This design comes from an exercise in tuning for small area on the open sky130 flow, not from production work. Function was checked by simulation only, so behaviour that the tests miss may differ from the original. Power figures rest on the tool's default switching activity, not on a simulated workload.

==> inputs of try-quartz <==
==> flow/design.v <==
module brew_rx (
    input  wire       clk,
    input  wire       rst,
    input  wire       step,         
    input  wire [7:0] b,            
    input  wire [1:0] kind,         
    output wire       match,        
    output wire       shift         
);
    localparam [1:0] SEEK = 2'd0, LEN = 2'd1, CMD = 2'd2, DATA = 2'd3;
    reg [1:0] st;
    reg [7:0] d;        
    reg [7:0] acc;      
    reg [1:0] cls;      
    wire is_last = st[1] && (d == 8'd3);
    assign match = step && is_last && ((acc ^ b) == 8'h00) && (cls == kind);
    assign shift = step && !is_last;
    always @(posedge clk) begin
        if (rst) begin
            st <= SEEK;
        end else if (step) begin
            acc <= (st == SEEK) ? b : (acc ^ b);
            case (st)
                SEEK: if (b == 8'hAA) st <= LEN;
                LEN: begin
                    d  <= b;
                    st <= (b[7:2] == 6'd0) ? SEEK : CMD;
                end
                CMD: begin
                    d   <= d - 8'd1;
                    cls <= (b == 8'h4D) ? 2'd0 :
                           (b == 8'h46 && d == 8'd6) ? 2'd1 :
                           (b == 8'h54) ? 2'd2 : 2'd3;
                    st  <= DATA;
                end
                default: begin
                    d <= d - 8'd1;
                    if (is_last) st <= SEEK;
                end
            endcase
        end
    end
endmodule
module brew_seq (
    input  wire [2:0] idx,
    input  wire       motor,
    input  wire       test,
    input  wire       open,         
    input  wire [3:0] mult,
    output reg  [7:0] data,
    output wire       last
);
    assign last = motor ? (idx == 3'd6) : (idx == 3'd3);
    always @(*) begin
        case (idx)
            3'd0: data = 8'hAA;
            3'd1: data = motor ? 8'h07 : 8'h04;
            3'd2: data = motor ? 8'h4D : test ? 8'h54 : 8'h46;
            3'd3: data = motor ? (open ? 8'h46 : 8'h42) : test ? 8'hFA : 8'hE8;
            3'd4: data = 8'hC8;
            3'd5: data = {4'd0, mult};
            default: data = (open ? 8'h6E : 8'h6A) ^ {4'd0, mult};
        endcase
    end
endmodule
module brew_add #(parameter integer W = 8) (
    input  wire [W-1:0] a,
    input  wire [W-1:0] b,
    input  wire         cin,
    output wire [W-1:0] s,
    output wire         cout
);
    wire [W:0] c;
    assign c[0] = cin;
    genvar i;
    generate
        for (i = 0; i < W; i = i + 1) begin : g
            assign s[i]   = a[i] ^ b[i] ^ c[i];
            assign c[i+1] = (a[i] & b[i]) | (c[i] & (a[i] ^ b[i]));
        end
    endgenerate
    assign cout = c[W];
endmodule
module brew_lt #(parameter integer W = 8) (
    input  wire [W-1:0] a,
    input  wire [W-1:0] b,
    input  wire         cin,
    output wire         lt
);
    wire [W:0] c;      
    assign c[0] = cin;
    genvar i;
    generate
        for (i = 0; i < W; i = i + 1) begin : g
            assign c[i+1] = (~a[i] & b[i]) | (~(a[i] ^ b[i]) & c[i]);
        end
    endgenerate
    assign lt = c[W];
endmodule
module brew_core (
    input  wire        clk,
    input  wire        rst,
    output wire        rx_poll,
    input  wire        rx_valid,
    input  wire [7:0]  rx_data,
    input  wire        rx_err,
    output wire        tx_valid,
    output wire [7:0]  tx_data,
    output wire        tx_last,
    input  wire        tx_ready,
    input  wire        tx_err,
    input  wire [31:0] time_now,
    input  wire        h_sel,
    input  wire        h_we,
    input  wire [2:0]  h_idx,
    input  wire [15:0] h_wdata,
    output reg  [31:0] h_rdata,
    output wire        st_idle,
    output wire        st_running
);
    localparam [2:0] RS_IDLE = 3'd0, RS_RUN = 3'd1, RS_FOPEN = 3'd3, RS_FCLOSE = 3'd4, RS_TEST = 3'd5;
    localparam [2:0] PH_TOP = 3'd0, PH_FLOW = 3'd1, PH_DIV = 3'd2, PH_MOTOR = 3'd3, PH_SLEEP = 3'd4;
    localparam [1:0] S_FREE = 2'd0, S_WRITE = 2'd1, S_WAIT = 2'd2, S_DONE = 2'd3;
    localparam [1:0] R_OK = 2'b00, R_NORESP = 2'b10, R_TERR = 2'b11;    
    reg [2:0]  rs;
    reg [2:0]  ph;
    reg [1:0]  ss;               
    reg [1:0]  sres;             
    reg [5:0]  cnt;              
    reg [3:0]  pos;
    reg [15:0] target_flow;
    reg        stop_flag, flow_valid, link_ok, test_done, dir_open;
    reg [1:0]  last_res;
    reg [31:0] last_sample_time;
    reg [25:0] flow_out;
    reg [27:0] dq;               
    reg [27:0] rr;               
    reg [27:0] ee;               
    reg        e_nq;             
    reg        e_zero;
    wire host_wr = h_sel && h_we;
    wire wr_tgt  = host_wr && (h_idx == 3'd0);
    wire wr_cmd  = host_wr && (h_idx == 3'd1);
    wire [2:0] op = h_wdata[2:0];
    wire is_idle = (rs == RS_IDLE);
    wire is_run  = (rs == RS_RUN);
    wire is_test = (rs == RS_TEST);
    wire is_fo   = (rs == RS_FOPEN);
    wire is_os   = is_fo || (rs == RS_FCLOSE);
    wire [15:0] tgt_eff  = wr_tgt ? h_wdata : target_flow;
    wire        stop_req = wr_cmd && (op == 3'd2) && is_run;
    wire        stop_eff = stop_flag || stop_req;
    wire [15:0] status = {5'd0, 1'b0, last_res, 1'b0, flow_valid, test_done, link_ok, stop_flag, rs};
    reg [10:0] pos_steps;
    always @(*) begin
        case (pos)
            4'd0:    pos_steps = 11'd0;
            4'd1:    pos_steps = 11'd200;
            4'd2:    pos_steps = 11'd400;
            4'd3:    pos_steps = 11'd600;
            4'd4:    pos_steps = 11'd800;
            4'd5:    pos_steps = 11'd1000;
            4'd6:    pos_steps = 11'd1200;
            4'd7:    pos_steps = 11'd1400;
            4'd8:    pos_steps = 11'd1600;
            4'd9:    pos_steps = 11'd1800;
            default: pos_steps = 11'd2000;
        endcase
    end
    always @(*) begin
        case (h_idx)
            3'd0:    h_rdata = {16'd0, target_flow};
            3'd2:    h_rdata = {16'd0, status};
            3'd3:    h_rdata = {21'd0, pos_steps};
            3'd4:    h_rdata = flow_valid ? {6'd0, flow_out} : 32'd0;
            default: h_rdata = 32'd0;
        endcase
    end
    assign st_idle    = is_idle;
    assign st_running = is_run;
    wire seq_done = (ss == S_DONE);
    wire k_flow   = (ph == PH_FLOW);
    wire k_motor  = !is_test && !k_flow;
    wire [1:0] kind = is_test ? 2'd2 : k_flow ? 2'd1 : 2'd0;
    wire [3:0] mult  = is_run ? 4'd1 : is_fo ? (4'd10 - pos) : pos;
    wire       mopen = is_run ? dir_open : is_fo;
    brew_seq u_enc (
        .idx(cnt[2:0]), .motor(k_motor), .test(is_test), .open(mopen), .mult(mult),
        .data(tx_data), .last(tx_last)
    );
    assign tx_valid = (ss == S_WRITE);
    assign rx_poll = (ss == S_WAIT) && !cnt[5];
    wire rx_step = rx_poll && !rx_err && rx_valid;
    wire match, rx_shift;
    brew_rx u_rx (
        .clk(clk), .rst(rst), .step(rx_step), .b(rx_data), .kind(kind),
        .match(match), .shift(rx_shift)
    );
    wire [31:0] ne;
    wire        ne_c;
    brew_add #(32) u_e (.a(last_sample_time), .b(~time_now), .cin(1'b1), .s(ne), .cout(ne_c));
    wire        ne_lo_nz = (ne[27:0] != 28'd0);
    wire        e_is0  = !ne_lo_nz && (ne[31:28] == 4'd0);
    wire        e_small = (ne[31:2] == 30'h3FFFFFFF) && (ne[1:0] != 2'd0);    
    wire        e_is1  = e_small && (ne[1:0] == 2'd3);
    wire [1:0]  e_lo   = {ne[1] ^ ne[0], ne[0]};                            
    wire [15:0] pulses = dq[15:0];
    wire [17:0] p3;
    wire [22:0] m125;
    wire        p3_c, m125_c;
    brew_add #(17) u_p3 (.a({1'b0, pulses}), .b({pulses, 1'b0}), .cin(1'b0), .s(p3[16:0]), .cout(p3_c));
    assign p3[17] = p3_c;
    brew_add #(23) u_m125 (.a({pulses, 7'd0}), .b(~{5'd0, p3}), .cin(1'b1), .s(m125), .cout(m125_c));
    wire        q27    = e_is1 && m125[22];
    wire        r1     = m125[22] && !e_is1;
    wire [1:0]  s2     = {r1, m125[21]};
    wire        q26    = e_small && (s2 >= e_lo);
    wire [1:0]  r2     = q26 ? (s2 - e_lo) : s2;
    wire [27:0] dv_sh  = {rr[26:0], dq[27]};
    wire [27:0] dv_sub;
    wire        dv_nb;
    brew_add #(28) u_dv (.a(dv_sh), .b(ee), .cin(1'b0), .s(dv_sub), .cout(dv_nb));
    wire        dv_ge  = dv_nb && !e_nq;
    wire        rem_nz = (rr != 28'd0);
    wire [18:0] qb;              
    wire        qb_c;            
    brew_add #(19) u_qb (.a(dq[18:0]), .b(~{3'b0, tgt_eff}), .cin(1'b1), .s(qb), .cout(qb_c));
    wire        q_hi_nz = (dq[27:19] != 9'd0);
    wire        q_ge_t  = qb_c || q_hi_nz;                               
    wire        b_hi_nz = q_hi_nz && (qb_c || (dq[27:20] != 8'd0));     
    wire        lt2, gt8;
    brew_lt #(16) u_lt2 (.a(qb[16:1]), .b(tgt_eff), .cin(1'b0), .lt(lt2));
    brew_lt #(17) u_gt8 (.a({1'b0, tgt_eff}), .b(qb[18:2]), .cin((qb[1:0] != 2'd0) || rem_nz), .lt(gt8));
    wire        below  = !q_ge_t || (!b_hi_nz && (qb[18:17] == 2'd0) && lt2);
    wire        above  = !e_zero && q_ge_t && (b_hi_nz || gt8);
    wire        can_open  = (pos != 4'd10);
    wire        can_close = (pos != 4'd0);
    wire        mv     = below ? can_open : (above && can_close);
    wire        div_end   = (ph == PH_DIV) && (cnt == 6'd26);
    wire        need_move = is_fo ? can_open : can_close;
    wire beg = (is_idle && wr_cmd && op == 3'd5) ||
               (is_run && ph == PH_TOP && !stop_eff) ||
               (is_run && div_end && mv) ||
               (is_os && ph == PH_TOP && need_move);
    wire cnt_clr  = beg || (ss == S_WRITE && tx_ready && tx_last) || seq_done || (is_run && div_end);
    wire cnt_hold = (ss == S_WRITE) && !tx_ready;
    always @(posedge clk) begin
        if (cnt_clr)
            cnt <= 6'd0;
        else if (!cnt_hold)
            cnt <= cnt + 6'd1;
    end
    always @(posedge clk) begin
        if (rst) begin
            ss <= S_FREE;
        end else begin
            case (ss)
                S_FREE: if (beg) ss <= S_WRITE;
                S_WRITE: begin
                    if (tx_err) begin
                        sres <= R_TERR;
                        ss   <= S_DONE;
                    end else if (tx_ready && tx_last) begin
                        ss <= S_WAIT;
                    end
                end
                S_WAIT: begin
                    if (cnt[5]) begin
                        sres <= R_NORESP;
                        ss   <= S_DONE;
                    end else if (rx_err) begin
                        sres <= R_TERR;
                        ss   <= S_DONE;
                    end else if (match) begin
                        sres <= R_OK;
                        ss   <= S_DONE;
                    end
                end
                default: ss <= S_FREE;
            endcase
        end
    end
    wire c0 = is_run && (ph == PH_FLOW) && seq_done && (sres == R_OK);
    always @(posedge clk) begin
        if (c0) begin
            last_sample_time <= time_now;
            dq     <= {m125[20:0], 5'd0, q27, q26};
            rr     <= {26'd0, r2};
            ee     <= ne[27:0];
            e_nq   <= !(ne_lo_nz && (ne[31:28] == 4'hF));
            e_zero <= e_is0;
        end else if (ph == PH_DIV && !cnt[5] && cnt != 6'd26) begin
            dq <= {dq[26:0], dv_ge};
            rr <= dv_ge ? dv_sub[27:0] : dv_sh;
        end else if (rx_shift) begin
            dq[15:0] <= {rx_data, dq[15:8]};
        end
        if (is_idle && wr_cmd && op == 3'd1)
            last_sample_time <= time_now;
        if (is_run && div_end) begin
            flow_out <= dq[27:2];
            dir_open <= below;
        end
    end
    always @(posedge clk) begin
        if (rst) begin
            pos         <= 4'd0;
            target_flow <= 16'd0;
            rs          <= RS_IDLE;
            ph          <= PH_TOP;
            stop_flag   <= 1'b0;
            flow_valid  <= 1'b0;
            link_ok     <= 1'b0;
            test_done   <= 1'b0;
            last_res    <= R_OK;
        end else begin
            if (wr_tgt)
                target_flow <= h_wdata;
            if (stop_req)
                stop_flag <= 1'b1;
            case (rs)
                RS_IDLE: begin
                    if (wr_cmd) begin
                        case (op)
                            3'd1: if (target_flow != 16'd0) rs <= RS_RUN;
                            3'd3: rs <= RS_FOPEN;
                            3'd4: rs <= RS_FCLOSE;
                            3'd5: begin
                                rs        <= RS_TEST;
                                test_done <= 1'b0;
                            end
                            default: ;
                        endcase
                    end
                end
                RS_RUN: begin
                    case (ph)
                        PH_TOP: begin
                            if (stop_eff) begin
                                stop_flag <= 1'b0;
                                rs        <= RS_IDLE;
                            end else begin
                                ph <= PH_FLOW;
                            end
                        end
                        PH_FLOW: begin
                            if (seq_done) begin
                                last_res <= sres;
                                ph       <= (sres == R_OK) ? PH_DIV : PH_SLEEP;
                            end
                        end
                        PH_DIV: begin
                            if (div_end) begin
                                flow_valid <= 1'b1;
                                ph         <= mv ? PH_MOTOR : PH_SLEEP;
                            end
                        end
                        PH_MOTOR: begin
                            if (seq_done) begin
                                last_res <= sres;
                                if (sres == R_OK)
                                    pos <= dir_open ? pos + 4'd1 : pos - 4'd1;
                                ph <= PH_SLEEP;
                            end
                        end
                        default: begin
                            if (cnt[3:0] == 4'd15)
                                ph <= PH_TOP;
                        end
                    endcase
                end
                RS_FOPEN, RS_FCLOSE: begin
                    if (ph == PH_TOP && need_move) begin
                        ph <= PH_MOTOR;
                    end else if (ph == PH_MOTOR) begin
                        if (seq_done) begin
                            last_res <= sres;
                            ph       <= PH_SLEEP;
                        end
                    end else begin
                        pos <= is_fo ? 4'd10 : 4'd0;
                        rs  <= RS_IDLE;
                        ph  <= PH_TOP;
                    end
                end
                RS_TEST: begin
                    if (seq_done) begin
                        link_ok   <= (sres == R_OK);
                        test_done <= 1'b1;
                        last_res  <= sres;
                        rs        <= RS_IDLE;
                    end
                end
                default: ;
            endcase
        end
    end
endmodule
==> flow/flow/run.sh <==
#!/bin/bash
export BUFFER_PORTS_ARGS="-buffer_cell sky130_fd_sc_hd__buf_1"
export CTS_ARGS="-sink_clustering_enable -repair_clock_nets -dont_use_dummy_load -buf_list {sky130_fd_sc_hd__clkbuf_1 sky130_fd_sc_hd__clkbuf_2} -root_buf sky130_fd_sc_hd__clkbuf_2 -sink_clustering_size 10"
bash standard.sh > standard.log 2>&1
==> flow/standard.sh <==
#!/bin/bash
# synth_recipe.tcl (not shown) runs the flow's synth.tcl, then flattens the netlist and writes it again
# the make line also repeats each setting of config.mk as NAME=value (left out here)
make -C /OpenROAD-flow-scripts/flow DESIGN_CONFIG=/design/flow/config.mk WORK_HOME=/design/flow/orfs CLKGATE_MAP_FILE= SYNTH_SCRIPT=/design/flow/synth_recipe.tcl "${@:-finish}"
==> flow/config.mk <==
export PLATFORM = sky130hd
export DESIGN_NAME = brew_core
export DESIGN_NICKNAME = brew_core
export VERILOG_FILES = /design/flow/design.v
export SDC_FILE = /design/flow/constraint.sdc
export NUM_CORES = 4
export LEC_CHECK = 0
export CAP_MARGIN = 40
export CELL_PAD_IN_SITES_DETAIL_PLACEMENT = 1
export CELL_PAD_IN_SITES_GLOBAL_PLACEMENT = 2
export CORE_MARGIN = 2
export CORE_UTILIZATION = 25
export PLACE_DENSITY = 0.35
export SLEW_MARGIN = 40
export SYNTH_MEMORY_MAX_BITS = 4096
==> flow/constraint.sdc <==
create_clock -name core_clock -period 20.0 [get_ports {clk}]
set_input_delay 4.0000 -clock core_clock [delete_from_list [all_inputs] [get_ports {clk}]]
set_output_delay 4.0000 -clock core_clock [all_outputs]
set_load 0.01 [all_outputs]
==> try-indigo: changes against try-quartz <==
--- a/flow/design.v
+++ b/flow/design.v
@@ -13,13 +13,14 @@
     reg [7:0] acc;      
     reg [1:0] cls;      
     wire is_last = st[1] && (d == 8'd3);
-    assign match = step && is_last && ((acc ^ b) == 8'h00) && (cls == kind);
+    wire [7:0] ax = acc ^ b;
+    assign match = step && is_last && (ax == 8'h00) && (cls == kind);
     assign shift = step && !is_last;
     always @(posedge clk) begin
         if (rst) begin
             st <= SEEK;
         end else if (step) begin
-            acc <= (st == SEEK) ? b : (acc ^ b);
+            acc <= (st == SEEK) ? b : ax;
             case (st)
                 SEEK: if (b == 8'hAA) st <= LEN;
                 LEN: begin
@@ -204,7 +205,7 @@
     wire        e_small = (ne[31:2] == 30'h3FFFFFFF) && (ne[1:0] != 2'd0);    
     wire        e_is1  = e_small && (ne[1:0] == 2'd3);
     wire [1:0]  e_lo   = {ne[1] ^ ne[0], ne[0]};                            
-    wire [15:0] pulses = dq[15:0];
+    wire [15:0] pulses = ee[15:0];
     wire [17:0] p3;
     wire [22:0] m125;
     wire        p3_c, m125_c;
@@ -282,18 +283,15 @@
     end
     wire c0 = is_run && (ph == PH_FLOW) && seq_done && (sres == R_OK);
     always @(posedge clk) begin
+        rr <= c0 ? {26'd0, r2} : (dv_ge ? dv_sub : dv_sh);
+        dq <= c0 ? {m125[20:0], 5'd0, q27, q26} : {dq[26:0], dv_ge};
         if (c0) begin
             last_sample_time <= time_now;
-            dq     <= {m125[20:0], 5'd0, q27, q26};
-            rr     <= {26'd0, r2};
-            ee     <= ne[27:0];
-            e_nq   <= !(ne_lo_nz && (ne[31:28] == 4'hF));
-            e_zero <= e_is0;
-        end else if (ph == PH_DIV && !cnt[5] && cnt != 6'd26) begin
-            dq <= {dq[26:0], dv_ge};
-            rr <= dv_ge ? dv_sub[27:0] : dv_sh;
+            ee       <= ne[27:0];
+            e_nq     <= !(ne_lo_nz && (ne[31:28] == 4'hF));
+            e_zero   <= e_is0;
         end else if (rx_shift) begin
-            dq[15:0] <= {rx_data, dq[15:8]};
+            ee[15:0] <= {rx_data, ee[15:8]};
         end
         if (is_idle && wr_cmd && op == 3'd1)
             last_sample_time <= time_now;
==> flow/flow/run.sh (replaced) <==
#!/bin/bash
# The standard layout (standard.sh) with these changes:
#  - synthesis: an area-oriented ABC script (flow/abc_small.script) and no
#    full/half-adder cell extraction (ADDER_MAP_FILE empty); everything else
#    is synth_recipe.tcl unchanged, so the registers are the standard ones,
#  - each port gets the smallest buffer (buf_1),
#  - the clock tree uses small clock buffers and no dummy loads.
# Each tool's output is in standard.log and in the ORFS logs under orfs/logs.
set -e
F=$PWD/flow
sed "s#SYNTH_SCRIPT=[^ ]*#SYNTH_SCRIPT=$F/my_synth.tcl ADDER_MAP_FILE=#" standard.sh > my_standard.sh
export BUFFER_PORTS_ARGS="-buffer_cell sky130_fd_sc_hd__buf_1"
export CTS_ARGS="-sink_clustering_enable -repair_clock_nets -dont_use_dummy_load -buf_list {sky130_fd_sc_hd__clkbuf_4} -root_buf sky130_fd_sc_hd__clkbuf_4 -sink_clustering_size 9 -sink_clustering_max_diameter 80"
bash my_standard.sh > standard.log 2>&1
==> flow/flow/abc_small.script (new file) <==
strash
dch -f
amap
==> flow/flow/my_synth.tcl (new file) <==
# The standard synthesis (synth_recipe.tcl), with an area-oriented ABC script
set ::my_flow_dir [file dirname [file normalize [info script]]]
proc abc {args} {
  set i [lsearch -exact $args -script]
  if { $i >= 0 } {
    lset args [expr { $i + 1 }] [file join $::my_flow_dir abc_small.script]
  }
  yosys abc {*}$args
}
source [file join [file dirname $::my_flow_dir] synth_recipe.tcl]
CORE_UTILIZATION = 50   (was 25)
PLACE_DENSITY = 0.6   (was 0.35)
==> try-nickel: changes against try-quartz <==
==> flow/flow/run.sh (replaced) <==
#!/bin/bash
export BUFFER_PORTS_ARGS="-buffer_cell sky130_fd_sc_hd__buf_1"
export CTS_ARGS="-sink_clustering_enable -repair_clock_nets -dont_use_dummy_load -buf_list {sky130_fd_sc_hd__clkbuf_4 sky130_fd_sc_hd__clkbuf_8} -root_buf sky130_fd_sc_hd__clkbuf_8 -sink_clustering_size 16 -sink_clustering_max_diameter 80"
bash standard.sh > standard.log 2>&1
CORE_UTILIZATION = 50   (was 25)
PLACE_DENSITY = 0.6   (was 0.35)
==> try-pepper: changes against try-quartz <==
--- a/flow/design.v
+++ b/flow/design.v
@@ -13,13 +13,14 @@
     reg [7:0] acc;      
     reg [1:0] cls;      
     wire is_last = st[1] && (d == 8'd3);
-    assign match = step && is_last && ((acc ^ b) == 8'h00) && (cls == kind);
+    wire [7:0] ax = acc ^ b;
+    assign match = step && is_last && (ax == 8'h00) && (cls == kind);
     assign shift = step && !is_last;
     always @(posedge clk) begin
         if (rst) begin
             st <= SEEK;
         end else if (step) begin
-            acc <= (st == SEEK) ? b : (acc ^ b);
+            acc <= (st == SEEK) ? b : ax;
             case (st)
                 SEEK: if (b == 8'hAA) st <= LEN;
                 LEN: begin
@@ -204,7 +205,7 @@
     wire        e_small = (ne[31:2] == 30'h3FFFFFFF) && (ne[1:0] != 2'd0);    
     wire        e_is1  = e_small && (ne[1:0] == 2'd3);
     wire [1:0]  e_lo   = {ne[1] ^ ne[0], ne[0]};                            
-    wire [15:0] pulses = dq[15:0];
+    wire [15:0] pulses = ee[15:0];
     wire [17:0] p3;
     wire [22:0] m125;
     wire        p3_c, m125_c;
@@ -282,18 +283,15 @@
     end
     wire c0 = is_run && (ph == PH_FLOW) && seq_done && (sres == R_OK);
     always @(posedge clk) begin
+        rr <= c0 ? {26'd0, r2} : (dv_ge ? dv_sub : dv_sh);
+        dq <= c0 ? {m125[20:0], 5'd0, q27, q26} : {dq[26:0], dv_ge};
         if (c0) begin
             last_sample_time <= time_now;
-            dq     <= {m125[20:0], 5'd0, q27, q26};
-            rr     <= {26'd0, r2};
-            ee     <= ne[27:0];
-            e_nq   <= !(ne_lo_nz && (ne[31:28] == 4'hF));
-            e_zero <= e_is0;
-        end else if (ph == PH_DIV && !cnt[5] && cnt != 6'd26) begin
-            dq <= {dq[26:0], dv_ge};
-            rr <= dv_ge ? dv_sub[27:0] : dv_sh;
+            ee       <= ne[27:0];
+            e_nq     <= !(ne_lo_nz && (ne[31:28] == 4'hF));
+            e_zero   <= e_is0;
         end else if (rx_shift) begin
-            dq[15:0] <= {rx_data, dq[15:8]};
+            ee[15:0] <= {rx_data, ee[15:8]};
         end
         if (is_idle && wr_cmd && op == 3'd1)
             last_sample_time <= time_now;
==> flow/flow/run.sh (replaced) <==
#!/bin/bash
# The standard layout (standard.sh) with three changes:
#  - synthesis uses an area-oriented ABC script (flow/abc_small.script);
#    everything else in synthesis is synth_recipe.tcl unchanged,
#  - each port gets the smallest buffer (buf_1),
#  - the clock tree uses small clock buffers and no dummy loads.
# Each tool's output is in standard.log and in the ORFS logs under orfs/logs.
set -e
F=$PWD/flow
sed "s#SYNTH_SCRIPT=[^ ]*#SYNTH_SCRIPT=$F/my_synth.tcl#" standard.sh > my_standard.sh
export BUFFER_PORTS_ARGS="-buffer_cell sky130_fd_sc_hd__buf_1"
export CTS_ARGS="-sink_clustering_enable -repair_clock_nets -dont_use_dummy_load -buf_list {sky130_fd_sc_hd__clkbuf_4} -root_buf sky130_fd_sc_hd__clkbuf_4 -sink_clustering_size 10 -sink_clustering_max_diameter 80"
bash my_standard.sh > standard.log 2>&1
==> flow/flow/abc_small.script (new file) <==
strash
dch
amap
==> flow/flow/my_synth.tcl (new file) <==
# The standard synthesis (synth_recipe.tcl), with an area-oriented ABC script
set ::my_flow_dir [file dirname [file normalize [info script]]]
proc abc {args} {
  set i [lsearch -exact $args -script]
  if { $i >= 0 } {
    lset args [expr { $i + 1 }] [file join $::my_flow_dir abc_small.script]
  }
  yosys abc {*}$args
}
source [file join [file dirname $::my_flow_dir] synth_recipe.tcl]
CORE_UTILIZATION = 50   (was 25)
PLACE_DENSITY = 0.6   (was 0.35)
==> notes <==
- Of try-quartz and try-pepper, try-pepper has the higher sequential power (gap about 6.4%, measured against try-pepper).
- Routed wire length, lowest first: try-pepper, try-nickel, try-quartz.
- try-indigo failed in global placement, error GPL-0301. try-nickel passed the timing, DRC and antenna checks. try-quartz completed with no timing, DRC or antenna violations. try-pepper ran to the end with no violations.
- Against try-quartz, the register-to-register slack of try-pepper is higher by 0.56 ns.
- In try-nickel the cell count is smaller than in try-quartz, by about 20%.
- The highest maximum frequency belongs to try-pepper, the lowest to try-nickel.
- Worst hold slack: try-nickel > try-pepper > try-quartz.
- Global-route usage: try-nickel is higher than try-quartz (8.7 points).
- Die area: try-quartz > try-nickel > try-pepper.
==> figures <==
Reg2reg setup slack: try-pepper 4.37 ns; try-quartz 3.81 ns; try-nickel 3.87 ns; try-indigo -
Core Util, Final: try-pepper 55.7%; try-quartz 28.0%; try-nickel 54.7%; try-indigo -
Comb power: try-pepper 580 uW; try-quartz 358 uW; try-nickel 353 uW; try-indigo -
Result of the run: try-pepper complete, no violations; try-quartz complete, no violations; try-nickel complete, no violations; try-indigo aborted with a tool error
Last stage reached: try-pepper -; try-quartz -; try-nickel -; try-indigo global placement
Number of clock buffer instances in the layout: try-pepper 25; try-quartz 72; try-nickel 17; try-indigo -
Biggest consumer: try-pepper registers; try-quartz registers; try-nickel registers; try-indigo -
Most instantiated library cell after synthesis: try-pepper clkinv_1; try-quartz -; try-nickel -; try-indigo nor2_1
Met3 routed wirelength: try-pepper 1.18 mm; try-quartz 1.83 mm; try-nickel 1.12 mm; try-indigo -
Total placed instance area: try-pepper 13400 um^2; try-quartz 15000 um^2; try-nickel 14500 um^2; try-indigo -
Mean post-synth cell area: try-pepper 10.5 um^2; try-quartz 10.8 um^2; try-nickel 10.8 um^2; try-indigo 7.88 um^2
Most utilized layer in the global route result: try-pepper met2; try-quartz met2; try-nickel met2; try-indigo -
Via count normalized by instance count: try-pepper 5.62; try-quartz 4.70; try-nickel 5.73; try-indigo -
Sink Count: try-pepper 215; try-quartz 215; try-nickel 215; try-indigo -
Initial core utilization: try-pepper 51.1%; try-quartz 25.1%; try-nickel 51.1%; try-indigo 50.6%
Clock slew seen by the registers of the worst setup and hold paths: try-pepper 0.11 ns; try-quartz 0.09 ns; try-nickel 0.11 ns; try-indigo -
Pre-CTS setup slack: try-pepper 0.600 ns; try-quartz -0.171 ns; try-nickel -0.0788 ns; try-indigo -
Unrepaired setup endpoints after global routing: try-pepper no; try-quartz no; try-nickel no; try-indigo -

==> port drivers added, routing unchanged <==
Ports are ideal in the flow. The routed layouts listed here were re-timed in OpenROAD. Step 1 sets driving cells, clkbuf_16 on the clock port and buf_2 on the other inputs (assumed; they add their load-dependent delay and slew). Step 2 moves the port delays by t, midway between the first and last clock arrival at a register: inputs arrive t later, outputs are due t later. That takes back most of the time a late clock gives input paths. Three values: no drivers, after step 1, after step 2; two values: the first two.
run | t (ns) | setup slack, ns | clock arrival spread, ns
try-quartz | 0.984 | 1.063 / 1.092 / 0.108 | 0.141 / 0.141
try-nickel | 0.576 | 0.720 / 0.741 / 0.165 | 0.038 / 0.039
try-pepper | 0.698 | 1.377 / 1.393 / 0.695 | 0.053 / 0.053
After both steps every run listed still meets setup and hold. For try-quartz, which loses most, drivers alone change the setup slack by +0.029 ns; drivers and shift together by -0.955 ns.
